Context: an optimization exercise on an open-source flow, tuned for small area, a short achievable clock period and few clock cycles. The choices shown serve that exercise and are no tape-out recipe.
At most, simulation tests tie the RTL to the original design; equivalence was not proved.
For run 4, only the layout was checked, not whether the RTL still works.
Power is estimated from default activity; no workload was simulated.

==> design.v <==
module codec_core (
    input             clk,
    input             rst,
    input             cmd_valid,
    output            cmd_ready,
    input      [7:0]  cmd_opc,
    input      [4:0]  cmd_width,
    input      [15:0] cmd_len,
    input      [15:0] cmd_count,
    input             in_valid,
    output            in_ready,
    input      [15:0] in_data,
    output            out_valid,
    input             out_ready,
    output     [15:0] out_data,
    output            done,
    output            err,
    output     [3:0]  err_code,
    output     [15:0] err_info
);
    reg        busy;       
    reg        fin;        
    reg        skip;       
    reg        enc, dec, qd, qu, pk, up;   
    reg [4:0]  w;          
    reg [3:0]  p;          
    reg [3:0]  amt;        
    reg [15:0] in_left;    
    reg [15:0] cnt;        
    reg [15:0] W0;         
    reg        ld;         
    reg        tl;         
    reg        rn;         
    reg        inz, in1;   
    reg        cntz, cnt1; 
    reg [4:0]  ps;         
    reg        mA, mB;     
    reg        err_r;
    reg        c_w;        
    reg        c_r;        
    reg        ov;
    reg [15:0] od;
    wire is_q   = qd | qu;
    wire is_rle = enc | dec;
    wire left   = pk | qu;
    wire work = busy & ~fin;
    wire room = ~ov | out_ready;
    wire [15:0] mask;      
    wire [15:0] gep;       
    wire [15:0] lts;       
    genvar j;
    generate
        for (j = 0; j < 16; j = j + 1) begin : g_th
            assign mask[j] = w > j;
            assign gep[j]  = p <= j;
            assign lts[j]  = ps[3:0] > j;
        end
    endgenerate
    wire [4:0]  sum2  = {1'b0, ps[3:0]} + w;    
    wire        crs   = ps[4];                  
    wire        need  = ps[4] & (|ps[3:0]);     
    wire [15:0] m2    = up ? {16{~inz}} : {16{~tl}};
    wire [15:0] k_in  = crs ? gep : (gep & lts);
    wire [15:0] k_out = crs ? (lts & ~gep) : 16'd0;
    wire [15:0] selw  = up ? (gep & {16{ld}}) : {16{enc | (dec & ~ld)}};
    wire [15:0] flip  = {qd, 5'd0, qu, 9'd0};
    wire [15:0] X     = (selw & W0) | (~selw & ((in_data & m2) ^ flip));
    wire [15:0] r1    = amt[0] ? {X[0],     X[15:1]}  : X;
    wire [15:0] r2    = amt[1] ? {r1[1:0],  r1[15:2]} : r1;
    wire [15:0] r4    = amt[2] ? {r2[3:0],  r2[15:4]} : r2;
    wire [15:0] R     = amt[3] ? {r4[7:0],  r4[15:8]} : r4;
    wire [15:0] bp_out = left ? ((k_in & R) | (~gep & W0)) : (R & mask);
    wire bad  = |(in_data & ~mask);
    wire same = (in_data[7:0] == W0[7:0]) & ~cntz;
    wire [15:0] in_left_m1 = in_left - 16'd1;
    wire [15:0] cnt_m1     = cnt - 16'd1;
    wire        in_left2   = in_left == 16'd2;
    wire        cnt2       = cnt == 16'd2;
    wire in_rdy = mA | (mB & room);
    wire take   = in_valid & in_rdy;
    wire em_r  = work & ((pk & tl) | (up & ~cntz & ((ld & ~crs) | inz)) | (dec & ~ld & ~cntz) |
                         (enc & (tl | ld)) | (enc & ~tl & ~ld & inz & rn));
    wire em_rv = work & up & ~cntz & (~ld | crs) & ~inz;
    wire em_t  = work & (is_q | (pk & ~tl & (crs | in1)) | (dec & ld & ~cntz));
    wire em_tb = work & enc & ~tl & ~ld & rn;
    wire emit  = (room & (em_r | (em_rv & in_valid))) | (take & (em_t | (em_tb & ~same)));
    wire f_1  = work & ((skip & inz) | (is_q & inz) | (pk & ~tl & inz) | (up & cntz & inz) |
                        (dec & ~ld & cntz & inz) | (enc & ~tl & ~ld & inz & ~rn));
    wire f_v  = work & ((skip & in1) | (up & cntz & in1));
    wire f_t  = work & ((is_q & in1) | (pk & ~tl & in1 & ~need) | (dec & ld & in1 & (cntz | cnt1)));
    wire f_r  = work & ((pk & tl) | (up & ~cntz & cnt1 & inz) | (dec & ~ld & ~cntz & cnt1 & inz) |
                        (enc & ld & ~tl & inz & ~rn));
    wire f_rv = work & up & ~cntz & cnt1 & (~ld | crs) & in1;
    wire finish = f_1 | (in_valid & f_v) | (take & f_t) | (room & (f_r | (f_rv & in_valid)));
    wire ecnt     = enc & (tl | ~ld);
    wire cmd_rdy  = ~busy & (~fin | room);
    wire cmd_fire = cmd_valid & cmd_rdy;
    wire c_bp     = cmd_opc[5];
    wire c_q      = cmd_opc[4];
    wire c_dir    = cmd_opc[1];
    wire wbad     = cmd_width == 5'd0 || cmd_width > 5'd16;
    wire skip_c   = (c_bp & wbad) | (~c_bp & ~c_q & c_dir & cmd_len[0]);
    wire c_enc    = ~skip_c & ~c_bp & ~c_q & ~c_dir;
    wire c_dec    = ~skip_c & ~c_bp & ~c_q &  c_dir;
    wire c_qd     = ~skip_c & c_q & ~c_dir;
    wire c_qu     = ~skip_c & c_q &  c_dir;
    wire c_pk     = ~skip_c & c_bp & ~c_dir;
    wire c_up     = ~skip_c & c_bp &  c_dir;
    wire c_inz    = cmd_len == 16'd0;
    wire c_cntz   = ~c_up | (cmd_count == 16'd0);
    wire c_cnt1   = c_up & (cmd_count == 16'd1);
    wire e_brk   = take & ~same & enc & ~tl & rn;
    wire e_tail  = room & work & enc & ~tl & ~ld & inz & rn;
    wire e_start = take & enc & ~rn;
    wire e_ext   = take & same & enc & rn;
    wire d_load  = take & dec & ~ld;
    wire c_dec1  = (emit & (up | dec)) | e_ext | (take & (qu | pk) & ~err_r) | (take & skip & ~c_w);
    wire step    = (take & pk & ~tl) | (emit & up & ~cntz);
    reg inz_n, in1_n, cntz_n, cnt1_n, crs_n, ld_n, tl_n, rn_n;
    always @* begin
        inz_n  = inz;
        in1_n  = in1;
        cntz_n = cntz;
        cnt1_n = cnt1;
        crs_n  = crs;
        ld_n   = ld;
        tl_n   = tl;
        rn_n   = rn;
        if (cmd_fire) begin
            inz_n  = c_inz;
            in1_n  = cmd_len == 16'd1;
            cntz_n = c_cntz;
            cnt1_n = c_cnt1;
            crs_n  = cmd_width[4] | ~c_bp;    
            ld_n   = 1'b0;
            tl_n   = 1'b0;
            rn_n   = 1'b0;
        end else begin
            if (take) begin
                inz_n = in1;
                in1_n = in_left2;
            end
            if (d_load) begin
                cntz_n = in_data[7:0] == 8'd0;
                cnt1_n = in_data[7:0] == 8'd1;
            end else if (e_start | e_brk) begin
                cntz_n = 1'b0;
                cnt1_n = 1'b0;
            end else if (c_dec1) begin
                cntz_n = cnt1;
                cnt1_n = cnt2;
            end
            if (step)
                crs_n = sum2[4];
            if (pk) begin
                if (tl) begin
                    if (room) tl_n = 1'b0;
                end else if (take & in1 & need)
                    tl_n = 1'b1;
            end
            if (up & ~cntz & ~ld & emit)
                ld_n = ~crs;
            if (dec & take)
                ld_n = ~ld;
            if (enc) begin
                if (e_start)
                    rn_n = 1'b1;
                else if (e_tail)
                    rn_n = 1'b0;
                if (tl) begin
                    if (room) tl_n = 1'b0;
                end else if (ld) begin
                    if (e_brk) tl_n = 1'b1;
                    else if (room) ld_n = 1'b0;
                end else if (e_brk | e_tail)
                    ld_n = 1'b1;
            end
        end
    end
    wire busy_n = cmd_fire | (busy & ~(work & finish));
    wire fin_n  = (work & finish) | (fin & ~room);
    wire enc_n  = cmd_fire ? c_enc : enc;
    wire dec_n  = cmd_fire ? c_dec : dec;
    wire q_n    = cmd_fire ? (c_qd | c_qu) : is_q;
    wire pk_n   = cmd_fire ? c_pk : pk;
    wire up_n   = cmd_fire ? c_up : up;
    wire skip_n = cmd_fire ? skip_c : skip;
    wire act_n  = busy_n & ~fin_n & ~inz_n;
    wire mA_n   = act_n & (skip_n | ((up_n | dec_n) & cntz_n));
    wire mB_n   = act_n & (q_n | (pk_n & ~tl_n) | (up_n & ~cntz_n & (~ld_n | crs_n)) |
                           (dec_n & ~cntz_n & (ld_n | cnt1_n)) | (enc_n & ~tl_n));
    always @(posedge clk) begin
        if (rst) begin
            busy <= 1'b0;
            fin  <= 1'b0;
            ov   <= 1'b0;
            mA   <= 1'b0;
            mB   <= 1'b0;
        end else begin
            busy <= busy_n;
            fin  <= fin_n;
            ov   <= emit | (ov & ~out_ready);
            mA   <= mA_n;
            mB   <= mB_n;
        end
        inz  <= inz_n;
        in1  <= in1_n;
        cntz <= cntz_n;
        cnt1 <= cnt1_n;
        ld   <= ld_n;
        tl   <= tl_n;
        rn   <= rn_n;
        if (emit)
            od <= ecnt ? {8'd0, ~cnt[7:0]} : bp_out;
        if (cmd_fire) begin
            enc   <= c_enc;
            dec   <= c_dec;
            qd    <= c_qd;
            qu    <= c_qu;
            pk    <= c_pk;
            up    <= c_up;
            w     <= c_q ? 5'd10 : c_bp ? cmd_width : 5'd8;
            skip  <= skip_c;
            err_r <= skip_c;
            c_w   <= c_bp & wbad;
            c_r   <= c_bp | c_q;
        end else if (take & (qu | pk) & bad)
            err_r <= 1'b1;
        if (cmd_fire)
            in_left <= cmd_len;
        else if (take)
            in_left <= in_left_m1;
        if (cmd_fire) begin
            p    <= c_q ? 4'd6 : (~c_bp & ~c_dir) ? 4'd8 : 4'd0;
            amt  <= c_q ? (c_dir ? 4'd10 : 4'd6) : (~c_bp & ~c_dir) ? 4'd8 : 4'd0;
            ps   <= c_bp ? cmd_width : 5'd16;
        end else if (step) begin
            p    <= ps[3:0];
            amt  <= up ? ps[3:0] : 4'd0 - ps[3:0];
            ps   <= sum2;
        end
        if (cmd_fire)
            cnt <= ({16{c_up}} & cmd_count) | {{11{skip_c}}, {5{skip_c}} & ~(cmd_width & {5{c_bp}})};
        else if (d_load)
            cnt <= {8'd0, in_data[7:0]};
        else if (e_start | e_brk)
            cnt <= 16'h00FE;
        else if (c_dec1)
            cnt <= cnt_m1;
        if (cmd_fire)
            W0 <= 16'd0;
        else if (take & pk & ~tl)
            W0 <= crs ? (R & k_out) : bp_out;
        else if (e_tail | (up & ~cntz & emit & (crs | ~ld)) | (is_rle & take)) begin
            W0[7:0]  <= in_data[7:0] & {8{~inz}};
            W0[15:8] <= (e_brk | e_tail) ? W0[7:0] : (in_data[15:8] & {8{~inz}});
        end
    end
    assign cmd_ready = cmd_rdy;
    assign in_ready  = in_rdy;
    assign out_valid = ov;
    assign out_data  = od;
    assign done      = fin & room;
    assign err       = err_r;
    assign err_code  = {~c_w & c_r, 1'b0, c_w, ~c_w};
    assign err_info  = ~cnt;
endmodule
==> flow/run.sh <==
#!/bin/bash
# Standard synthesis, then the standard ORFS layout steps, with buf_2 port
# buffers in place of the platform's default delay-cell buffers.
set -euo pipefail
bash standard.sh synth > synth.log 2>&1
bash standard.sh "BUFFER_PORTS_ARGS=-buffer_cell sky130_fd_sc_hd__buf_2" finish > layout.log 2>&1
==> standard.sh <==
#!/bin/bash
# synth_recipe.tcl (not shown) runs the flow's synth.tcl, then flattens the netlist and writes it again
# the make line also repeats each setting of config.mk as NAME=value (left out here)
make -C /OpenROAD-flow-scripts/flow DESIGN_CONFIG=/design/flow/config.mk WORK_HOME=/design/flow/orfs CLKGATE_MAP_FILE= SYNTH_SCRIPT=/design/flow/synth_recipe.tcl "${@:-finish}"
==> config.mk <==
export PLATFORM = sky130hd
export DESIGN_NAME = codec_core
export DESIGN_NICKNAME = codec_core
export VERILOG_FILES = /design/flow/design.v
export SDC_FILE = /design/flow/constraint.sdc
export NUM_CORES = 4
export LEC_CHECK = 0
export ABC_AREA = 0
export CAP_MARGIN = 20
export CORE_MARGIN = 2
export CORE_UTILIZATION = 40
export SETUP_SLACK_MARGIN = 2.4
export SLEW_MARGIN = 20
export TNS_END_PERCENT = 5
==> constraint.sdc <==
create_clock -name core_clock -period 5.0 [get_ports {clk}]
set_input_delay 1.0000 -clock core_clock [delete_from_list [all_inputs] [get_ports {clk}]]
set_output_delay 1.0000 -clock core_clock [all_outputs]
set_load 0.01 [all_outputs]
==> reports/qor.yml, run 1 <==
timing:
  rsz0062_at_grt: "yes"
  finalHoldViolations: 0
  setup_violations: 0
  fin_crit_sh: 0.617
  finalMaxSlewViolations: 0
  fin_skew_ps: 17.2
  slew_headroom: 0.426
  achievable-frequency_ghz: 0.324
  fin_tns_setup_ps: 0
  worst_pin_slew_ps: 858
  fin_crit_ps: 3080
  fin_hold_ws_ps: 506
power_and_ir_drop:
  pwr-share-clk: 0.211
  leakagePower_nw: 4.12
  ir_drop_v: 0.000206
  seqPwrFrac: 0.338
  finalPower_mw: 3.60
  power_density_mw_per_mm2: 326
  switching_power_mw: 1.47
  internal-power_mw: 2.13
  p_sw_frac: 0.408
  combPwrFrac: 0.451
yosys:
  async_reset_ff_frac: 0
  synth_top_cell_by_area: "edfxtp_1"
  synth_nets: 1202
  synth_top_area_frac: 0.237
  yosysSeqAreaShare: 0.308
  yosys.cell_count.top_type: "nand2_1"
  syn_area_per_cell_sq_um: 8.01
  synth_area_leaders: "edfxtp_1, dfxtp_1, nand2_1"
  netlist_area_sq_mm: 0.00900
  synthFlopType: "edfxtp_1"
  synth_seq_cells: 103
  yosysUniqueCellTypes: 94
  synth_common_cells: "nand2_1, nor2_1, a21oi_1, o21ai_0, edfxtp_1"
  synth-edff-count: 71
  yosysWarnings: 1
  syn_inst: 1124
hold_path:
  whs_path_depth: 2
  hold_path.class: "flop to flop"
cells_and_area:
  diodes: 0
  final_cell_area_sq_mm: 0.0110
  areaGrowthSynthToFinish_pct: 22.5
  final_cells: 1514
  fillers: 2129
  drive_gt1_frac: 0.254
  nNetsFinal: 1307
run:
  maxCapViolations: 0
route:
  dr.pass1.iters: 6
  drt_wl_total_microns: 35700
  post_drt_via_cell_ratio: 6.48
  drc: 0
  wire_per_inst_microns: 23.6
  drtAntennaViolNets: 0
  drt_iter0_drc: 1082
  vias: 9814
placed_design:
  placed_cell_area_sq_mm: 0.00971
  io_buffers: 100
  dp.cells: 1447
  gp_congestion: 0.958
  detailed_place_hpwl_microns: 25000
setup_path:
  worstSetupPathType: "flop to flop"
  crit_arrival_ps: 3200
  crit_path_end_kind: "flop"
  crit_required_ps: 5120
  reg2regPathDepth: 10
  cp_max_fo: 6
  startpoint_type: "flop"
global_routing:
  use_met2: 0.431
  grt_util_met3: 0.0476
  grt_pass1_vias: 8974
  grt_first_pass_wirelength_microns: 52800
  grt_max_degree: 58
  grtUsageMet1: 0.405
  track_usage: 0.290
  grt_busiest_layer: "met2"
  antenna_found_initial: 0
  grt_overflow_total: 0
floorplanning:
  start_util: 0.410
  num_rows: 54
  die_h_microns: 154
  coreArea_sq_mm: 0.0220
  die_area_sq_mm: 0.0237
  die_w_microns: 154
  num_io_pins: 107
clocking:
  cts_tree: "built"
  root_buffer: "clkbuf_16"
  cts_buffers: 9
  cts_max_path_buffers: 2
  htreeDepth: 3
  clock_latency_ps: 370
  clk_pin_slew_ps: 80
  cts_sinks: 103
run_status:
  status: "no timing/DRC/antenna violations"
registers in the layout (all words and copies together) (netlist names), 3 cells and up:
name / flops
W0: 16
cnt: 16
in_left: 16
od: 16
ps: 5
w: 5
p: 4
amt: 3
routing by layer:
layer	vias to the layer above	wire (microns)
met5	-	0
met4	0	1910
met2	642	15700
met3	116	3610
met1	4641	14500
li1	4415	-
kinds of logic (layout without fill, tap and decap cells):
kind of cell	Yosys count	in the layout	share of synthesized area
adders and majority gates	13	13	0.0186
other	1	1	0.000416
muxes	51	51	0.0787
DFF	103	103	0.308
buffers and inverters	126	234	0.0571
AOI/OAI and AO/OA	346	348	0.257
and+or+nand+nor	445	445	0.242
xor gates and xnor gates	39	39	0.0379
power groups by stage:
stage               logic (mW)  registers [mW]  clock network (mW)
floorplan                0.938            1.16                   0
global placement          1.29            1.24                   0
detailed placement        1.30            1.24                   0
CTS                       1.48            1.20               0.770
global route              1.72            1.23               0.798
finish                    1.62            1.21               0.761
area by class of cell:
type / count / area (sq um) / area share
multi-input combinational: 897 / 6310 / 0.572
sequential: 103 / 2780 / 0.252
timing repair buffer: 170 / 1110 / 0.100
tap: 280 / 350 / 0.0318
clock buffer: 9 / 225 / 0.0204
inverter: 48 / 185 / 0.0168
clock inverter: 7 / 75.1 / 0.00681
placed cells by master (no fill, tap or decap), drive strengths merged, types with 18 or more instances in the layout:
| cell | synthesis | layout |
|---|---|---|
| nand3 | 43 | 43 |
| o21ai | 85 | 86 |
| edfxtp | 71 | 71 |
| a21oi | 83 | 83 |
| o211ai | 18 | 18 |
| a31oi | 25 | 25 |
| mux2i | 31 | 31 |
| nor3 | 32 | 32 |
| dfxtp | 32 | 32 |
| xnor2 | 36 | 36 |
| nor4 | 18 | 18 |
| buf | 24 | 167 |
| nor2 | 103 | 103 |
| inv | 46 | 51 |
| nand2 | 128 | 128 |
per-stage QoR:
| stage | util | setup slack [ps] |
|---|---|---|
| 2_1_floorplan | - | 1830 |
| 3_3_place_gp | 0.442 | 1080 |
| 3_5_place_dp | 0.442 | 1060 |
| 4_1_cts | 0.483 | 1960 |
| 5_1_grt | 0.502 | 1860 |
| 6_report | 0.502 | 1920 |
worst max-delay path, stage by stage (launching register included):
cell      delay, ps
edfxtp_1        490
buf_4           220
o21a_4          230
nand2b_1        190
a21o_1          220
and2_1          200
mux4_2          510
a221oi_4        330
mux2i_2         150
a21oi_2         240
nor2_1           70
what timing repair did:
action                                  in CTS  in global routing
setup buffers                               29                 18
cloned                                       2                  2
hold buffers                                 0                  0
hold endpoints to repair                     0                  0
gates resized for setup                     80                 59
pin swaps                                   14                 19
endpoints found under the setup margin     114                118
final timing paths:
path | from | to | slack (ps)
worst max-delay path | p[1] | od[10] | 1920
worst min-delay path | W0[15] | W0[15] | 510
worst max register to register | p[1] | od[10] | 1920
worst min register to register | W0[15] | W0[15] | 510
Testbench counts, summed over its fixed seeds: cycles 53,953.
==> run 2: changes to the inputs <==
--- a/config.mk
+++ b/config.mk
@@ -5,7 +5,7 @@
 export SDC_FILE = /design/flow/constraint.sdc
 export NUM_CORES = 4
 export LEC_CHECK = 0
-export ABC_AREA = 0
+export ABC_AREA = 1
 export CAP_MARGIN = 20
 export CORE_MARGIN = 2
 export CORE_UTILIZATION = 40
==> run 2 against run 1 <==
  * Synthesized area is 6.9% lower
  * Clock-buffer cell count did not move
  * Global-route usage grew 2.3 points
  * Fmax grew 13%
  * Critical path depth rose by 4
  * Worst setup slack gained 360 ps
  * Total power decreased by 4.0%
  * Combinational power shrank 9%
  * First-iteration DRC count down 20%
  * Sequential cell count unchanged
  * Critical path type unchanged
==> reports/qor.yml, run 2 <==
route:
  drt_wl_total_microns: 34700
  drc: 0
  drt_iter0_drc: 865
  post_drt_via_cell_ratio: 5.83
  vias: 9623
  wire_per_inst_microns: 21.0
  dr.pass1.iters: 7
  drtAntennaViolNets: 0
run_status:
  status: "no timing/DRC/antenna violations"
global_routing:
  grt_max_degree: 30
  track_usage: 0.313
  antenna_found_initial: 0
  grt_overflow_total: 0
  grt_first_pass_wirelength_microns: 52600
  grt_pass1_vias: 9126
setup_path:
  crit_path_end_kind: "flop"
  reg2reg_from: "p[3]"
  cp_max_fo: 5
  r2r-end: "od[12]"
  worstSetupPathType: "flop to flop"
  reg2regPathDepth: 14
  startpoint_type: "flop"
  crit_arrival_ps: 2840
  crit_required_ps: 5120
  reg2reg_slack_ps: 2280
yosys:
  synth_common_cells: "nand2_1, nand3_1, inv_1, nor2_1, o21ai_0"
  yosysWarnings: 1
  netlist_area_sq_mm: 0.00838
  synth_area_leaders: "edfxtp_1, nand3_1, nand2_1"
  yosys.cell_count.top_type: "nand2_1"
  synth_top_area_frac: 0.254
  synth_seq_cells: 103
  syn_area_per_cell_sq_um: 6.78
  yosysUniqueCellTypes: 59
  async_reset_ff_frac: 0
  yosysSeqAreaShare: 0.331
  synth_top_cell_by_area: "edfxtp_1"
  synthFlopType: "edfxtp_1"
  synth-edff-count: 71
  syn_inst: 1237
  synth_nets: 1315
timing:
  setup_violations: 0
  rsz0062_at_grt: "yes"
  fin_crit_ps: 2720
  achievable-frequency_ghz: 0.368
  slew_headroom: 0.332
  fin_tns_setup_ps: 0
  worst_pin_slew_ps: 1000
  fin_crit_sh: 0.544
  fin_skew_ps: 12.0
  finalMaxSlewViolations: 0
  finalHoldViolations: 0
clocking:
  cts_max_path_buffers: 2
  ctsHoldBuffers: 0
  clk_pin_slew_ps: 80
  cts_buffers: 9
  root_buffer: "clkbuf_16"
  clock_latency_ps: 370
  cts_sinks: 103
  htreeDepth: 3
  cts_tree: "built"
hold_path:
  hold_path.class: "flop to flop"
  hold_path_end: "fin"
  hold_path.startpoint: "fin"
  whs_path_depth: 2
placed_design:
  io_buffers: 100
  detailed_place_hpwl_microns: 25400
  placed_cell_area_sq_mm: 0.00917
  gp_congestion: 0.983
cells_and_area:
  diodes: 0
  areaGrowthSynthToFinish_pct: 26.9
  multi_input_area_sq_mm: 0.00544
  nNetsFinal: 1453
  drive_gt1_frac: 0.256
  regArea_sq_mm: 0.00278
  final_cell_area_sq_mm: 0.0106
  final_cell_mix: "nand2_1, nand3_1, inv_1, buf_2, nor2_1"
  fillers: 2127
  layout_commonest_cell: "nand2_1"
power_and_ir_drop:
  p_sw_frac: 0.428
  ir_drop_v: 0.000169
  internal-power_mw: 1.98
  seqPwrFrac: 0.356
  combPwrFrac: 0.425
  switching_power_mw: 1.48
  leakagePower_nw: 4.67
  power_density_mw_per_mm2: 325
  pwr-share-clk: 0.218
floorplanning:
  die_h_microns: 149
  die_area_sq_mm: 0.0221
  start_util: 0.410
  coreArea_sq_mm: 0.0204
  num_rows: 52
  num_io_pins: 107
  die_w_microns: 149
run:
  maxCapViolations: 0
run 2: changes by cell type after synthesis, moves of 31 or more:
| cell | before | now |
|---|---|---|
| nand2_1 | 128 | 232 |
| mux2i_1 | 31 | 0 |
| inv_1 | 45 | 152 |
| nand3_1 | 43 | 190 |
| xnor2_1 | 36 | 5 |
| clkbuf_1 | 54 | 22 |
run 2: power by group through the flow:
stage          combinational, mW  sequential, mW  clock (mW)
2_1_floorplan              0.851            1.17           0
3_3_place_gp                1.19            1.26           0
3_5_place_dp                1.19            1.26           0
4_1_cts                     1.33            1.23       0.764
5_1_grt                     1.60            1.24       0.807
6_report                    1.47            1.23       0.754
run 2: per-stage QoR:
| stage | setup WS (ps) | hold WS [ps] | std cells | total power, mW | utilization |
|---|---|---|---|---|---|
| 2_1_floorplan | 2360 | 459 | 1237 | 2.02 | - |
| 3_3_place_gp | 1230 | 512 | 1571 | 2.45 | 0.449 |
| 3_5_place_dp | 1190 | 520 | 1571 | 2.45 | 0.449 |
| 4_1_cts | 2330 | 531 | 1634 | 3.33 | 0.498 |
| 5_1_grt | 2190 | 565 | 1650 | 3.65 | 0.521 |
| 6_report | 2280 | 531 | 1650 | 3.46 | 0.521 |
run 2: cell type report:
class	instances	area share
clock buffer	9	0.0212
timing repair buffer	168	0.103
multi-input combinational	927	0.512
sequential	103	0.261
tap	270	0.0318
inverter	165	0.0633
clock inverter	7	0.00729
timing repair inverter	1	0.000471
run 2: worst max-delay path by stage:
stage / to / cells after the start / from / slack (ps)
after floorplan: W0[2] / 19 / in_data[3] / 2360
after global placement: mB / 16 / cmd_width[2] / 1230
after detailed placement: mB / 16 / cmd_width[2] / 1190
after CTS: in_ready / 6 / out_ready / 2330
after global routing: od[12] / 14 / p[3] / 2190
final: od[12] / 14 / p[3] / 2280
run 2: logic make-up after synthesis:
logic type,after synthesis,synth area share
compound gates,265,0.188
xor+xnor,27,0.0282
fa+ha+maj,12,0.0188
buf+inv,209,0.0993
flops,103,0.331
other cells,1,0.000447
simple gates,620,0.335
run 2: layer usage:
layer | share of wire | global-route usage | vias up | wire length (microns)
met2 | 0.45 | 0.500 | 452 | 15700
li1 | - | - | 4565 | -
met4 | 0.060 | 0.158 | 0 | 2070
met3 | 0.065 | 0.0410 | 131 | 2270
met1 | 0.42 | 0.417 | 4475 | 14600
met5 | 0 | 0 | - | 0
run 2: critical path, cell delays in order (launching register included):
cell,delay [ps]
edfxtp_1,550
buf_6,200
nor2_4,180
nand2_4,90
o21ai_2,140
inv_2,60
o211ai_1,230
nand3_1,160
nand3_2,180
nand3_2,130
nand3_2,90
nand2_1,70
nand2_2,80
o21ai_4,110
and2_4,200
run 2: repair_timing:
action / 4_1_cts / 5_1_grt
endpoints found under the setup margin: 103 / 68
resized for setup: 89 / 88
pin swaps: 14 / 45
buffers inserted: 44 / 16
gates cloned: 3 / 0
==> run 3: changes to the inputs <==
==> flow/run.sh (replaced) <==
#!/bin/bash
# Standard synthesis, then the standard ORFS layout steps, with buf_1 port
# buffers in place of the platform's default delay-cell buffers.
set -euo pipefail
bash standard.sh synth > synth.log 2>&1
bash standard.sh "BUFFER_PORTS_ARGS=-buffer_cell sky130_fd_sc_hd__buf_1" finish > layout.log 2>&1
==> run 3 against run 2 <==
  * Synthesized cell count stayed put
  * Clock power is 4.4% lower
  * Largest cell class unchanged
  * Largest power group unchanged
  * Sequential cell count stayed put
  * Sequential share of layout area is 0.71 points higher
  * Global-route usage is 0.76 points lower
  * First-iteration DRC count is 3.0% lower
  * Still clean on timing, DRC and antenna
==> reports/qor.yml, run 3 <==
power_and_ir_drop:
  pwr-share-clk: 0.215
  internal-power_mw: 1.94
  combPwrFrac: 0.413
  power_density_mw_per_mm2: 324
  switching_power_mw: 1.41
  seqPwrFrac: 0.372
  p_sw_frac: 0.422
  ir_drop_v: 0.000175
  leakagePower_nw: 4.40
cells_and_area:
  regArea_sq_mm: 0.00278
  nNetsFinal: 1462
  final_cell_mix: "nand2_1, nand3_1, inv_1, nor2_1, buf_1"
  fillers: 2156
  diodes: 0
  layout_commonest_cell: "nand2_1"
  drive_gt1_frac: 0.164
  multi_input_area_sq_mm: 0.00521
  areaGrowthSynthToFinish_pct: 23.4
  final_cell_area_sq_mm: 0.0103
timing:
  worst_pin_slew_ps: 772
  achievable-frequency_ghz: 0.361
  fin_skew_ps: 9.75
  fin_hold_ws_ps: 533
  finalHoldViolations: 0
  setup_violations: 0
  finalMaxSlewViolations: 0
  fin_tns_setup_ps: 0
  slew_headroom: 0.484
  fin_crit_sh: 0.554
  rsz0062_at_grt: "yes"
  fin_crit_ps: 2770
route:
  post_drt_via_cell_ratio: 5.84
  drt_wl_total_microns: 33900
  vias: 9681
  drc: 0
  drtAntennaViolNets: 0
  dr.pass1.iters: 5
  wire_per_inst_microns: 20.4
  drt_iter0_drc: 839
setup_path:
  crit_arrival_ps: 2850
  cp_top_family: "simple AND/OR/NAND/NOR gates"
  worstSetupPathType: "flop to flop"
  worst-path-stages: 17
  max_stage_delay_ps: 400
  cpMostUsedCell: "nand3_1"
  crit_chain: "inv_2 > nand2_2 > nand2_2 > nand2_8 > nand2_1 > inv_1 > nand3_1 > o21ai_0 > inv_1 > nand2_1 > nand3_1 > nand3_1 > nand3_1 > nand2_1 > o21ai_1 > nand3_1 > o21ai_0"
  reg2regPathDepth: 17
  crit_required_ps: 5080
  startpoint_type: "flop"
  reg2reg_from: "ld"
  cp_max_fo: 12
  r2r-end: "od[0]"
  crit_path_end_kind: "flop"
  cp.buffers_inverters: 3
  reg2reg_slack_ps: 2230
  slowest_stage: "dfxtp_2"
hold_path:
  whs_path_depth: 2
  hold_path.startpoint: "fin"
  hold_path_end: "fin"
  hold_path.class: "flop to flop"
floorplanning:
  die_area_sq_mm: 0.0221
  num_io_pins: 107
  die_h_microns: 149
  die_w_microns: 149
  coreArea_sq_mm: 0.0204
  num_rows: 52
  start_util: 0.410
yosys:
  synth_nets: 1315
  syn_inst: 1237
  synth_top_cell_by_area: "edfxtp_1"
  yosysUniqueCellTypes: 59
  syn_area_per_cell_sq_um: 6.78
  synth_top_area_frac: 0.254
  netlist_area_sq_mm: 0.00838
  synth_common_cells: "nand2_1, nand3_1, inv_1, nor2_1, o21ai_0"
  yosysSeqAreaShare: 0.331
  synth_area_leaders: "edfxtp_1, nand3_1, nand2_1"
  yosysWarnings: 1
  synth-edff-count: 71
  yosys.cell_count.top_type: "nand2_1"
  synthFlopType: "edfxtp_1"
  async_reset_ff_frac: 0
  synth_seq_cells: 103
clocking:
  cts_tree: "built"
  cts_buffers: 9
  clock_latency_ps: 360
  clk_pin_slew_ps: 70
  root_buffer: "clkbuf_16"
  cts_max_path_buffers: 2
  htreeDepth: 3
  cts_sinks: 103
placed_design:
  placed_cell_area_sq_mm: 0.00903
  io_buffers: 100
  gp_congestion: 1.00
  detailed_place_hpwl_microns: 24500
global_routing:
  grt_overflow_total: 0
  grt_max_degree: 28
  track_usage: 0.305
  grt_pass1_vias: 8947
  grt_first_pass_wirelength_microns: 51300
  antenna_found_initial: 0
run_status:
  status: "no timing/DRC/antenna violations"
run:
  maxCapViolations: 0
run 3: changes by cell type in the layout (fill, tap and decap cells not counted), sizes merged:
cell | before | now
buf | 167 | 171
clkinv | 3 | 6
inv | 164 | 161
clkbuf | 10 | 12
bufbuf | 0 | 1
clkinvlp | 5 | 6
nand2 | 244 | 245
run 3: metal layers:
metal,share of wire,vias up,global-route usage
met5,0,-,0
met4,0.050,0,0.144
met3,0.089,91,0.0498
met2,0.45,498,0.488
met1,0.41,4515,0.406
li1,-,4577,-
run 3: power by group through the flow:
stage / Combinational, mW / Clock [mW] / Sequential [mW]
6_report: 1.38 / 0.721 / 1.25
5_1_grt: 1.51 / 0.771 / 1.26
4_1_cts: 1.28 / 0.736 / 1.24
3_5_place_dp: 1.15 / 0 / 1.26
3_3_place_gp: 1.15 / 0 / 1.26
2_1_floorplan: 0.851 / 0 / 1.17
run 3: timing repair:
action                     4_1_cts  5_1_grt
setup endpoints to repair      113       84
hold buffers                     0        0
cloned                           5        1
pin swaps                       23       24
buffers inserted                46       22
hold endpoints to repair         0        0
gates resized for setup         83       48
run 3: through the flow:
step	cells	setup slack [ps]	power [mW]	util
floorplan	1237	2360	2.02	-
CTS	1636	2300	3.26	0.490
global placement	1569	1140	2.41	0.442
finish	1659	2230	3.35	0.506
global route	1659	2130	3.54	0.506
detailed placement	1569	1130	2.42	0.442
run 3: how the worst max path moves through the flow:
stage | from | endpoint | slack (ps)
CTS | p[0] | od[7] | 2300
detailed placement | out_ready | W0[12] | 1130
global placement | out_ready | W0[10] | 1140
finish | ld | od[0] | 2230
floorplan | in_data[3] | W0[2] | 2360
global route | in_data[7] | mB | 2130
run 3: cells by family (layout without fill, tap and decap cells):
logic type / count (synthesis) / count (layout) / synth area share
AOI/OAI and AO/OA: 265 / 265 / 0.188
other: 1 / 1 / 0.000447
buffers and inverters: 209 / 358 / 0.0993
adders and majority gates: 12 / 12 / 0.0188
and+or+nand+nor: 620 / 623 / 0.335
xor gates and xnor gates: 27 / 27 / 0.0282
DFF: 103 / 103 / 0.331
run 3: worst reg2reg max path, cell delays in order, from the launching register on:
cell and delay [ps]:
dfxtp_2 400, inv_2 80, nand2_2 110, nand2_2 110, nand2_8 140, nand2_1 140, inv_1 100, nand3_1 80
o21ai_0 100, inv_1 160, nand2_1 110, nand3_1 110, nand3_1 150, nand3_1 240, nand2_1 170, o21ai_1 90
nand3_1 100, o21ai_0 110
run 3: cell type report:
class                      instances  share of cell area
tap                              270              0.0327
inverter                         165              0.0645
clock buffer                       9              0.0218
timing repair buffer             175               0.101
clock inverter                     7             0.00677
multi-input combinational        928               0.503
timing repair inverter             2            0.000967
sequential                       103               0.269
==> run 4: changes to the inputs <==
--- a/design.v
+++ b/design.v
@@ -24,7 +24,6 @@
     reg        enc, dec, qd, qu, pk, up;   
     reg [4:0]  w;          
     reg [3:0]  p;          
-    reg [3:0]  amt;        
     reg [15:0] in_left;    
     reg [15:0] cnt;        
     reg [15:0] W0;         
@@ -34,7 +33,6 @@
     reg        inz, in1;   
     reg        cntz, cnt1; 
     reg [4:0]  ps;         
-    reg        mA, mB;     
     reg        err_r;
     reg        c_w;        
     reg        c_r;        
@@ -65,6 +63,7 @@
     wire [15:0] selw  = up ? (gep & {16{ld}}) : {16{enc | (dec & ~ld)}};
     wire [15:0] flip  = {qd, 5'd0, qu, 9'd0};
     wire [15:0] X     = (selw & W0) | (~selw & ((in_data & m2) ^ flip));
+    wire [3:0]  amt   = left ? (4'd0 - p) : p;    
     wire [15:0] r1    = amt[0] ? {X[0],     X[15:1]}  : X;
     wire [15:0] r2    = amt[1] ? {r1[1:0],  r1[15:2]} : r1;
     wire [15:0] r4    = amt[2] ? {r2[3:0],  r2[15:4]} : r2;
@@ -76,6 +75,9 @@
     wire [15:0] cnt_m1     = cnt - 16'd1;
     wire        in_left2   = in_left == 16'd2;
     wire        cnt2       = cnt == 16'd2;
+    wire mA = work & ~inz & (skip | ((up | dec) & cntz));
+    wire mB = work & ~inz & (is_q | (pk & ~tl) | (up & ~cntz & (~ld | crs)) |
+                             (dec & ~cntz & (ld | cnt1)) | (enc & ~tl));
     wire in_rdy = mA | (mB & room);
     wire take   = in_valid & in_rdy;
     wire em_r  = work & ((pk & tl) | (up & ~cntz & ((ld & ~crs) | inz)) | (dec & ~ld & ~cntz) |
@@ -116,13 +118,12 @@
     wire d_load  = take & dec & ~ld;
     wire c_dec1  = (emit & (up | dec)) | e_ext | (take & (qu | pk) & ~err_r) | (take & skip & ~c_w);
     wire step    = (take & pk & ~tl) | (emit & up & ~cntz);
-    reg inz_n, in1_n, cntz_n, cnt1_n, crs_n, ld_n, tl_n, rn_n;
+    reg inz_n, in1_n, cntz_n, cnt1_n, ld_n, tl_n, rn_n;
     always @* begin
         inz_n  = inz;
         in1_n  = in1;
         cntz_n = cntz;
         cnt1_n = cnt1;
-        crs_n  = crs;
         ld_n   = ld;
         tl_n   = tl;
         rn_n   = rn;
@@ -131,7 +132,6 @@
             in1_n  = cmd_len == 16'd1;
             cntz_n = c_cntz;
             cnt1_n = c_cnt1;
-            crs_n  = cmd_width[4] | ~c_bp;    
             ld_n   = 1'b0;
             tl_n   = 1'b0;
             rn_n   = 1'b0;
@@ -150,8 +150,6 @@
                 cntz_n = cnt1;
                 cnt1_n = cnt2;
             end
-            if (step)
-                crs_n = sum2[4];
             if (pk) begin
                 if (tl) begin
                     if (room) tl_n = 1'b0;
@@ -179,29 +177,15 @@
     end
     wire busy_n = cmd_fire | (busy & ~(work & finish));
     wire fin_n  = (work & finish) | (fin & ~room);
-    wire enc_n  = cmd_fire ? c_enc : enc;
-    wire dec_n  = cmd_fire ? c_dec : dec;
-    wire q_n    = cmd_fire ? (c_qd | c_qu) : is_q;
-    wire pk_n   = cmd_fire ? c_pk : pk;
-    wire up_n   = cmd_fire ? c_up : up;
-    wire skip_n = cmd_fire ? skip_c : skip;
-    wire act_n  = busy_n & ~fin_n & ~inz_n;
-    wire mA_n   = act_n & (skip_n | ((up_n | dec_n) & cntz_n));
-    wire mB_n   = act_n & (q_n | (pk_n & ~tl_n) | (up_n & ~cntz_n & (~ld_n | crs_n)) |
-                           (dec_n & ~cntz_n & (ld_n | cnt1_n)) | (enc_n & ~tl_n));
     always @(posedge clk) begin
         if (rst) begin
             busy <= 1'b0;
             fin  <= 1'b0;
             ov   <= 1'b0;
-            mA   <= 1'b0;
-            mB   <= 1'b0;
         end else begin
             busy <= busy_n;
             fin  <= fin_n;
             ov   <= emit | (ov & ~out_ready);
-            mA   <= mA_n;
-            mB   <= mB_n;
         end
         inz  <= inz_n;
         in1  <= in1_n;
@@ -232,11 +216,9 @@
             in_left <= in_left_m1;
         if (cmd_fire) begin
             p    <= c_q ? 4'd6 : (~c_bp & ~c_dir) ? 4'd8 : 4'd0;
-            amt  <= c_q ? (c_dir ? 4'd10 : 4'd6) : (~c_bp & ~c_dir) ? 4'd8 : 4'd0;
             ps   <= c_bp ? cmd_width : 5'd16;
         end else if (step) begin
             p    <= ps[3:0];
-            amt  <= up ? ps[3:0] : 4'd0 - ps[3:0];
             ps   <= sum2;
         end
         if (cmd_fire)
==> flow/run.sh (replaced) <==
#!/bin/bash
# Standard synthesis, then the standard ORFS layout steps, with buf_2 port
# buffers in place of the platform's default delay-cell buffers.
set -euo pipefail
bash standard.sh synth > synth.log 2>&1
bash standard.sh "BUFFER_PORTS_ARGS=-buffer_cell sky130_fd_sc_hd__buf_2" finish > layout.log 2>&1
==> run 4 against run 3 <==
  * Utilization rose by 1.2 points
  * Critical path depth decreased by 9
  * Synthesized cell count grew 2.6%
  * Worst hold slack worse by 50 ps
  * Total power increased by 7.9%
  * Clock skew up 4.3 ps
  * Fmax up 3.7%
  * Synthesized area increased by 2.9%
  * Combinational power increased by 26%
  * Wire length is 3.9% higher
  * Cell area rose by 5.7%
  * Final cell count is 1.3% higher
  * Critical path type is now input port to output port
  * Critical endpoint is now in_ready
==> reports/qor.yml, run 4 <==
clocking:
  cts_tree: "built"
  clock_latency_ps: 370
  root_buffer: "clkbuf_16"
  clk_pin_slew_ps: 70
  cts_max_path_buffers: 2
  cts_sinks: 98
  cts_buffers: 9
  ctsHoldBuffers: 0
  htreeDepth: 3
cells_and_area:
  final_cell_mix: "nand2_1, nand3_1, inv_1, nor2_1, buf_2"
  nNetsFinal: 1479
  multi_input_area_sq_mm: 0.00580
  diodes: 0
  drive_gt1_frac: 0.275
  regArea_sq_mm: 0.00273
  layout_commonest_cell: "nand2_1"
  fillers: 2137
  areaGrowthSynthToFinish_pct: 26.8
  final_cells: 1681
yosys:
  async_reset_ff_frac: 0
  synth_top_cell_by_area: "edfxtp_1"
  synth_common_cells: "nand2_1, nand3_1, inv_1, nor2_1, o21ai_0"
  syn_inst: 1269
  synth_top_area_frac: 0.265
  netlist_area_sq_mm: 0.00863
  yosysUniqueCellTypes: 61
  syn_area_per_cell_sq_um: 6.80
  synth_area_leaders: "edfxtp_1, nand3_1, nand2_1"
  synth_nets: 1347
  yosys.cell_count.top_type: "nand2_1"
  synth_seq_cells: 98
  yosysWarnings: 1
  synth-edff-count: 76
  synthFlopType: "edfxtp_1"
  yosysSeqAreaShare: 0.316
floorplanning:
  die_area_sq_mm: 0.0228
  start_util: 0.409
  num_rows: 53
  num_io_pins: 107
  die_h_microns: 151
  die_w_microns: 151
  coreArea_sq_mm: 0.0211
timing:
  setup_violations: 0
  fin_tns_setup_ps: 0
  fin_crit_ps: 2670
  fin_hold_ws_ps: 483
  worst_pin_slew_ps: 703
  rsz0062_at_grt: "yes"
  finalMaxSlewViolations: 0
  fin_skew_ps: 14.0
  slew_headroom: 0.527
  finalHoldViolations: 0
  achievable-frequency_ghz: 0.375
  fin_crit_sh: 0.534
power_and_ir_drop:
  p_sw_frac: 0.448
  leakagePower_nw: 4.86
  ir_drop_v: 0.000171
  internal-power_mw: 2.00
  combPwrFrac: 0.482
  power_density_mw_per_mm2: 331
  pwr-share-clk: 0.205
  seqPwrFrac: 0.313
  switching_power_mw: 1.62
  finalPower_mw: 3.62
route:
  drt_iter0_drc: 1103
  drt_wl_total_microns: 35200
  post_drt_via_cell_ratio: 5.88
  vias: 9882
  dr.pass1.iters: 13
  drtAntennaViolNets: 0
  wire_per_inst_microns: 21.0
  drc: 0
global_routing:
  grt_overflow_total: 0
  track_usage: 0.301
  grt_first_pass_wirelength_microns: 51500
  grt_pass1_vias: 8992
  grt_max_degree: 65
  antenna_found_initial: 0
setup_path:
  crit_path_end_kind: "output port"
  cp_max_fo: 3
  max_stage_delay_ps: 140
  startpoint_type: "input port"
  cp.buffers_inverters: 4
  crit_chain: "buf_2 > nor2_4 > inv_2 > nand2_1 > nand2_2 > nand2_2 > inv_2 > buf_6"
  slowest_stage: "nor2_4"
  crit_required_ps: 4000
  crit_arrival_ps: 1670
  cp_top_family: "simple AND/OR/NAND/NOR gates"
  worstSetupPathType: "input port to output port"
hold_path:
  hold_path.class: "flop to flop"
placed_design:
  dp.cells: 1604
  io_buffers: 100
  detailed_place_hpwl_microns: 25300
  gp_congestion: 0.979
run_status:
  status: "no timing/DRC/antenna violations"
run:
  maxCapViolations: 0
[run 4: path summary, 6_finish.rpt]
check,start,end,slack [ps],depth (start not counted)
worst max-delay path,out_ready,in_ready,2330,8
worst min-delay path,busy,busy,480,2
worst max register to register,p[0],od[8],2410,16
worst min register to register,busy,busy,480,2
[run 4: power groups by stage]
stage | combinational, mW | clock [mW] | sequential (mW)
6_report | 1.74 | 0.742 | 1.13
3_3_place_gp | 1.33 | 0 | 1.16
3_5_place_dp | 1.33 | 0 | 1.16
5_1_grt | 1.88 | 0.781 | 1.14
2_1_floorplan | 0.936 | 0 | 1.11
4_1_cts | 1.48 | 0.758 | 1.13
[run 4: logic make-up (layout without fill, tap and decap cells)]
kind of cell    after synthesis  in the layout  synth area share
simple gates                712            715             0.385
fa+ha+maj                    12             12            0.0183
buf+inv                     209            343             0.105
flops                        98             98             0.316
other cells                   1              1          0.000435
compound gates              215            215             0.149
xor+xnor                     22             22            0.0267
[run 4: worst register-to-register path, cell delays in order (launching register included)]
cell and delay (ps):
edfxtp_1 440, clkinv_2 100, buf_12 140, ha_4 160
nor2_4 200, nand2_2 100, nand3_2 90, nand2_1 60
nand2_1 120, nand3_2 90, nand3_1 130, nand3_2 120
nand3_2 80, nand2_2 110, o21bai_1 180, nand2_1 150
nor2_4 170
[run 4: timing repair]
| item | CTS | global route |
|---|---|---|
| gates cloned | 2 | 3 |
| buffers inserted | 32 | 24 |
| resized for setup | 66 | 139 |
| setup endpoints to repair | 97 | 81 |
| pin swaps | 19 | 27 |
[run 4: cell type report]
cell class / instances / share of cell area
Timing Repair Buffer: 167 / 0.103
Clock buffer: 9 / 0.0206
Multi-Input combinational cell: 965 / 0.530
Sequential cell: 98 / 0.249
Clock inverter: 7 / 0.00698
Inverter: 160 / 0.0582
Tap cell: 275 / 0.0315
[run 4: layer usage]
layer  track usage  wire, microns
met3        0.0488           3100
met4         0.171           2190
met5             0              0
met1         0.392          14200
met2         0.474          15800
[run 4: per-stage QoR]
step / util / worst slack, ps / instance area (sq um)
3_3_place_gp: 0.439 / 1600 / 9270
3_5_place_dp: 0.439 / 1560 / 9270
4_1_cts: 0.481 / 2320 / 10100
5_1_grt: 0.519 / 2260 / 10900
2_1_floorplan: - / 2010 / 8660
6_report: 0.519 / 2330 / 10900
==> run 5: changes to the inputs <==
--- a/design.v
+++ b/design.v
@@ -24,6 +24,7 @@
     reg        enc, dec, qd, qu, pk, up;   
     reg [4:0]  w;          
     reg [3:0]  p;          
+    reg [3:0]  amt;        
     reg [15:0] in_left;    
     reg [15:0] cnt;        
     reg [15:0] W0;         
@@ -63,7 +64,6 @@
     wire [15:0] selw  = up ? (gep & {16{ld}}) : {16{enc | (dec & ~ld)}};
     wire [15:0] flip  = {qd, 5'd0, qu, 9'd0};
     wire [15:0] X     = (selw & W0) | (~selw & ((in_data & m2) ^ flip));
-    wire [3:0]  amt   = left ? (4'd0 - p) : p;    
     wire [15:0] r1    = amt[0] ? {X[0],     X[15:1]}  : X;
     wire [15:0] r2    = amt[1] ? {r1[1:0],  r1[15:2]} : r1;
     wire [15:0] r4    = amt[2] ? {r2[3:0],  r2[15:4]} : r2;
@@ -216,9 +216,11 @@
             in_left <= in_left_m1;
         if (cmd_fire) begin
             p    <= c_q ? 4'd6 : (~c_bp & ~c_dir) ? 4'd8 : 4'd0;
+            amt  <= c_q ? (c_dir ? 4'd10 : 4'd6) : (~c_bp & ~c_dir) ? 4'd8 : 4'd0;
             ps   <= c_bp ? cmd_width : 5'd16;
         end else if (step) begin
             p    <= ps[3:0];
+            amt  <= up ? ps[3:0] : 4'd0 - ps[3:0];
             ps   <= sum2;
         end
         if (cmd_fire)
==> run 5 against run 4 <==
  * First-iteration DRC count down 3.7%
  * Fmax down 3.1%
  * Sequential power up 6%
  * Synthesized area down 1.4%
  * Utilization down 3.5 points
  * Global-route usage down 0.13 points
  * Synthesized cell count up 1.7%
  * Via count down 3.2%
  * Die area down 1.4%
  * Critical path depth up 2
  * Critical path type is now flop to output port
  * Highest routed layer unchanged
==> reports/qor.yml, run 5 <==
run_status:
  status: "no timing/DRC/antenna violations"
setup_path:
  reg2reg_slack_ps: 2320
  reg2reg_from: "up"
  slowest_stage: "edfxtp_1"
  cp_max_fo: 5
  reg2regPathDepth: 16
  crit_arrival_ps: 1750
  r2r-end: "od[6]"
  cp_top_family: "flip-flops"
  crit_required_ps: 4000
  timing.critical_path.from: "up"
  worstSetupPathType: "flop to output port"
  max_stage_delay_ps: 440
  startpoint_type: "flop"
  crit_chain: "buf_12 > clkinv_8 > nor2_4 > o21ai_2 > nand2_2 > o21ai_2 > nand2_2 > nand2_4 > inv_4 > buf_6"
  cp.buffers_inverters: 4
  crit_path_end_kind: "output port"
route:
  vias: 9569
  drc: 0
  post_drt_via_cell_ratio: 5.74
  drt_wl_total_microns: 33900
  drt_iter0_drc: 1062
  dr.pass1.iters: 8
  wire_per_inst_microns: 20.3
  drtAntennaViolNets: 0
yosys:
  synth_top_cell_by_area: "edfxtp_1"
  netlist_area_sq_mm: 0.00850
  synth_area_leaders: "edfxtp_1, nand3_1, nand2_1"
  synth_nets: 1368
  syn_area_per_cell_sq_um: 6.59
  yosysWarnings: 1
  syn_inst: 1291
  synthFlopType: "edfxtp_1"
  synth_seq_cells: 101
  synth-edff-count: 79
  synth_common_cells: "nand2_1, nand3_1, inv_1, nor2_1, edfxtp_1"
  yosys.cell_count.top_type: "nand2_1"
  synth_top_area_frac: 0.279
  async_reset_ff_frac: 0
  yosysUniqueCellTypes: 52
  yosysSeqAreaShare: 0.331
power_and_ir_drop:
  switching_power_mw: 1.39
  seqPwrFrac: 0.367
  pwr-share-clk: 0.241
  ir_drop_v: 0.000248
  p_sw_frac: 0.426
  finalPower_mw: 3.27
  leakagePower_nw: 4.56
  power_density_mw_per_mm2: 322
  internal-power_mw: 1.88
  combPwrFrac: 0.392
placed_design:
  io_buffers: 100
  detailed_place_hpwl_microns: 25200
  placed_cell_area_sq_mm: 0.00914
  gp_congestion: 0.993
  preCtsSetupSlack_ps: 1440
global_routing:
  antenna_found_initial: 0
  grt_first_pass_wirelength_microns: 50600
  grt_pass1_vias: 8634
  grt_overflow_total: 0
  track_usage: 0.299
  grt_max_degree: 58
cells_and_area:
  layout_commonest_cell: "nand2_1"
  fillers: 2205
  nNetsFinal: 1463
  final_cell_mix: "nand2_1, nand3_1, inv_1, buf_2, nor2_1"
  diodes: 0
  drive_gt1_frac: 0.177
  areaGrowthSynthToFinish_pct: 19.2
  final_cell_area_sq_mm: 0.0101
floorplanning:
  die_area_sq_mm: 0.0224
  die_h_microns: 150
  num_rows: 53
  die_w_microns: 150
  num_io_pins: 107
  start_util: 0.406
  coreArea_sq_mm: 0.0210
clocking:
  cts_sinks: 101
  clk_pin_slew_ps: 70
  cts_buffers: 9
  cts_tree: "built"
  htreeDepth: 3
  clock_latency_ps: 370
  root_buffer: "clkbuf_16"
  cts_max_path_buffers: 2
  ctsHoldBuffers: 0
timing:
  fin_crit_sh: 0.551
  slew_headroom: 0.494
  setup_violations: 0
  achievable-frequency_ghz: 0.363
  fin_crit_ps: 2750
  rsz0062_at_grt: "yes"
  worst_pin_slew_ps: 758
  finalHoldViolations: 0
  finalMaxSlewViolations: 0
  setup_ws_ps: 2250
  fin_tns_setup_ps: 0
  fin_skew_ps: 15.1
hold_path:
  hold_path.class: "flop to flop"
  hold_path_end: "fin"
  hold_path.startpoint: "fin"
  whs_path_depth: 2
run:
  maxCapViolations: 0
## run 5: worst reg2reg max path, cell delays in order (launching register included)
cell        delay (ps)
edfxtp_1           440
buf_12             180
nand2_2            110
clkinvlp_4         150
buf_4              170
a21oi_1            140
nand2_1            140
nand3_1            160
nand3_1            120
nand3_1            150
nand3_1            180
nand3_1            150
nand2_1             50
nand2_1             50
nand2_1            110
nand2_1             70
o21ai_0             60
## run 5: cells by family after synthesis
group,share of synthesized area
buffers and inverters,0.104
flip-flops,0.331
XOR/XNOR,0.0237
other,0.000441
AO/OA/AOI/OAI,0.131
AND/OR/NAND/NOR,0.394
adder cells (fa/ha/maj),0.0171
## run 5: metal layers
metal,global-route usage,vias to the layer above,wire (microns)
met5,0,-,0
met4,0.150,0,1790
met3,0.0366,85,2680
met2,0.461,497,15000
met1,0.415,4404,14500
li1,-,4583,-
## run 5: layout make-up
| type | instances | area, sq um | area share |
|---|---|---|---|
| multi-input combinational | 978 | 5170 | 0.510 |
| sequential | 101 | 2820 | 0.278 |
| timing repair buffer | 137 | 862 | 0.0851 |
| inverter | 159 | 632 | 0.0623 |
| tap | 275 | 344 | 0.0339 |
| clock buffer | 9 | 225 | 0.0222 |
| clock inverter | 7 | 87.6 | 0.00864 |
## run 5: repair_timing
action                     4_1_cts  5_1_grt
pin swaps                        5       13
gates cloned                     1        1
hold endpoints to repair         0        0
setup endpoints to repair      109      115
resized for setup               36       56
buffers inserted                11       18
## run 5: metrics by stage
| stage | std cells | hold slack (ps) | util |
|---|---|---|---|
| 3_3_place_gp | 1619 | 506 | 0.436 |
| 5_1_grt | 1666 | 565 | 0.484 |
| 6_report | 1666 | 547 | 0.484 |
| 2_1_floorplan | 1291 | 481 | - |
| 4_1_cts | 1647 | 553 | 0.465 |
| 3_5_place_dp | 1619 | 528 | 0.436 |
## run 5: power by group through the flow
stage | Combinational [mW] | Clock (mW) | Sequential, mW
global placement | 1.15 | 0 | 1.22
global route | 1.41 | 0.813 | 1.21
finish | 1.28 | 0.787 | 1.20
detailed placement | 1.15 | 0 | 1.22
floorplan | 0.821 | 0 | 1.15
CTS | 1.19 | 0.789 | 1.20
## run 5: worst max path at each step
stage | end | slack [ps] | cells after the start
final | in_ready | 2250 | 10
after global routing | od[1] | 2200 | 16
after CTS | in_ready | 2240 | 10
after detailed placement | cnt[5] | 1440 | 11
after global placement | cnt[5] | 1450 | 11
after floorplan | cnt1 | 1960 | 13
Testbench counts of run 5, summed over its fixed seeds: cycles 53,953.
==> run 6: changes to the inputs <==
--- a/config.mk
+++ b/config.mk
@@ -9,6 +9,6 @@
 export CAP_MARGIN = 20
 export CORE_MARGIN = 2
 export CORE_UTILIZATION = 40
-export SETUP_SLACK_MARGIN = 2.4
+export SETUP_SLACK_MARGIN = 2.3
 export SLEW_MARGIN = 20
 export TNS_END_PERCENT = 5
==> run 6 against run 5 <==
  * Still clean on timing, DRC and antenna
  * Worst hold slack worse by 2.0 ps
  * Wire length down 1.3%
  * Fmax down 1.1%
  * Critical path depth unchanged
  * Die area did not move
  * Sequential share of layout area rose by 0.47 points
  * Global-route usage about the same
  * Total power decreased by 0.87%
  * Critical endpoint unchanged
  * Highest routed layer unchanged
==> reports/qor.yml, run 6 <==
route:
  wl_met3_microns: 2470
  wire_per_inst_microns: 20.2
  drt_iter0_drc: 1054
  vias: 9650
  dr.pass1.iters: 8
  drc: 0
  met2_length_microns: 14800
  post_drt_via_cell_ratio: 5.83
  drt_wl_total_microns: 33500
  met1Wirelength_microns: 14400
  routed.top_layer: "met4"
  drtAntennaViolNets: 0
floorplanning:
  start_util: 0.406
  coreArea_sq_mm: 0.0210
  die_h_microns: 150
  num_rows: 53
  die_area_sq_mm: 0.0224
  die_w_microns: 150
  num_io_pins: 107
global_routing:
  grt_overflow_total: 0
  grt_max_degree: 58
  grt_first_pass_wirelength_microns: 50700
  track_usage: 0.300
  antenna_found_initial: 0
  grt_pass1_vias: 8621
clocking:
  cts_max_path_buffers: 2
  root_buffer: "clkbuf_16"
  ctsHoldBuffers: 0
  cts_tree: "built"
  clk_pin_slew_ps: 70
  cts_buffers: 9
  htreeDepth: 3
  cts_sinks: 101
  clock_latency_ps: 370
setup_path:
  crit_path_end_kind: "output port"
  crit_arrival_ps: 1790
  crit_required_ps: 4000
  cp.buffers_inverters: 4
  reg2regPathDepth: 10
  crit_chain: "buf_12 > inv_8 > nor2_4 > o21ai_2 > nand2_2 > o21ai_2 > nand2_1 > nand2_2 > inv_2 > buf_2"
  startpoint_type: "flop"
  worstSetupPathType: "flop to output port"
  slowest_stage: "edfxtp_1"
  reg2reg_from: "qu"
  endpoint: "in_ready"
  max_stage_delay_ps: 440
  cp_max_fo: 6
  r2r-end: "W0[13]"
  cp_top_family: "buffers and inverters"
  worst-path-stages: 10
  timing.critical_path.from: "up"
  reg2reg_slack_ps: 2290
timing:
  finalHoldViolations: 0
  rsz0062_at_grt: "yes"
  fin_tns_setup_ps: 0
  slew_headroom: 0.489
  fin_crit_sh: 0.557
  finalMaxSlewViolations: 0
  fin_skew_ps: 15.0
  setup_violations: 0
  worst_pin_slew_ps: 767
  fin_crit_ps: 2790
  achievable-frequency_ghz: 0.359
yosys:
  synth_top_cell_by_area: "edfxtp_1"
  synth_seq_cells: 101
  synth_nets: 1368
  synth-edff-count: 79
  synthFlopType: "edfxtp_1"
  yosys.cell_count.top_type: "nand2_1"
  netlist_area_sq_mm: 0.00850
  yosysUniqueCellTypes: 52
  syn_area_per_cell_sq_um: 6.59
  synth_area_leaders: "edfxtp_1, nand3_1, nand2_1"
  synth_top_area_frac: 0.279
  async_reset_ff_frac: 0
  yosysWarnings: 1
  syn_inst: 1291
  synth_common_cells: "nand2_1, nand3_1, inv_1, nor2_1, edfxtp_1"
  yosysSeqAreaShare: 0.331
cells_and_area:
  final_cell_area_sq_mm: 0.00997
  nNetsFinal: 1451
  final_cell_mix: "nand2_1, nand3_1, inv_1, buf_2, nor2_1"
  drive_gt1_frac: 0.167
  areaGrowthSynthToFinish_pct: 17.2
  layout_commonest_cell: "nand2_1"
  diodes: 0
  fillers: 2217
run_status:
  status: "no timing/DRC/antenna violations"
run:
  maxCapViolations: 0
power_and_ir_drop:
  ir_drop_v: 0.000249
  finalPower_mw: 3.24
  leakagePower_nw: 4.48
  power_density_mw_per_mm2: 325
placed_design:
  placed_cell_area_sq_mm: 0.00914
  detailed_place_hpwl_microns: 25200
  gp_congestion: 0.993
  io_buffers: 100
hold_path:
  hold_path.class: "flop to flop"
run 6: cell counts after synthesis:
Identical to the previous run, type by type.
run 6: worst min path at each step:
| stage | startpoint | end | slack, ps | cells past startpoint |
|---|---|---|---|---|
| 5_1_grt | W0[15] | W0[15] | 570 | 2 |
| 6_report | fin | fin | 550 | 2 |
| 3_3_place_gp | fin | fin | 510 | 2 |
| 3_5_place_dp | W0[15] | W0[15] | 530 | 2 |
| 2_1_floorplan | fin | fin | 480 | 2 |
| 4_1_cts | fin | fin | 550 | 2 |
run 6: layout make-up:
class / instances / area [sq um] / area share
multi-input cells: 977 / 5100 / 0.512
flip-flops and latches: 101 / 2820 / 0.282
repair buffers: 126 / 769 / 0.0772
inverters: 159 / 624 / 0.0626
well taps: 275 / 344 / 0.0345
clock buffers: 9 / 225 / 0.0226
clock inverters: 7 / 87.6 / 0.00879
run 6: kinds of logic after synthesis:
kind of cell    share of synthesized area
compound gates                      0.131
xor+xnor                           0.0237
fa+ha+maj                          0.0171
buf+inv                             0.104
flops                               0.331
other cells                      0.000441
simple gates                        0.394
run 6: report_power, final:
group	internal [mW]	switching (mW)	total, mW	leakage (nW)
clock network	0.402	0.379	0.781	0.154
registers	1.06	0.143	1.20	0.945
logic	0.403	0.853	1.26	3.38
run 6: routing by layer:
metal / vias to the layer above / GRT usage
met1: 4507 / 0.417
met2: 491 / 0.461
met4: 0 / 0.150
li1: 4564 / -
met3: 88 / 0.0348
met5: - / 0
run 6: worst register-to-register path, delay by kind of cell (launching register included):
kind                   cells  cell delay, ps
AOI/OAI and AO/OA          1             130
and+or+nand+nor            5            1120
buffers and inverters      4             980
DFF                        1             420
run 6: timing repair:
action / 4_1_cts / 5_1_grt
setup endpoints to repair: 103 / 83
setup buffers: 11 / 7
pin swaps: 4 / 5
gates resized for setup: 29 / 48
cloned: 1 / 0
endpoints found under the hold margin: 0 / 0
run 6: metrics by stage:
step	setup WS, ps	util	hold slack [ps]	instances
after detailed placement	1440	0.436	528	1619
after global placement	1450	0.436	506	1619
after CTS	2240	0.463	553	1647
final	2210	0.476	545	1654
after floorplan	1960	-	481	1291
after global routing	2130	0.476	565	1654

[re-timing with driven ports]
In the flow no input, the clock included, has a driving cell. The finished layouts below were timed again as built, in two steps.
Step 1 (the two cells are an assumption about what drives the block):
set clk [get_ports {clk}]
set_driving_cell -lib_cell sky130_fd_sc_hd__clkbuf_16 $clk
set_driving_cell -lib_cell sky130_fd_sc_hd__buf_2 [delete_from_list [all_inputs] $clk]
Step 2 moves the port delays by t, midway between the first and last clock arrival at a register: inputs arrive t later, outputs are due t later. That takes back most of the time a late clock gives input paths.
Three values: ideal ports, drivers, drivers and shift; two values: the first two.
run	t, ns	setup WS [ns]	worst register clock-pin slew, ns	worst data-port slew with drivers (ns)
run 1	0.413	1.916 / 1.916 / 1.553	0.09 / 0.09	0.04
run 2	0.405	2.281 / 2.281 / 1.935	0.08 / 0.08	0.04
run 3	0.399	2.232 / 2.232 / 1.903	0.08 / 0.08	0.04
run 4	0.410	2.331 / 2.301 / 1.991	0.08 / 0.08	0.04
run 5	0.410	2.245 / 2.200 / 2.023	0.09 / 0.09	0.05
run 6	0.410	2.215 / 2.169 / 1.935	0.09 / 0.09	0.05
After both steps every run listed still meets setup and hold. The setup slack of run 1, which loses most, moves by 0.000 ns with the drivers and by -0.363 ns with both steps.
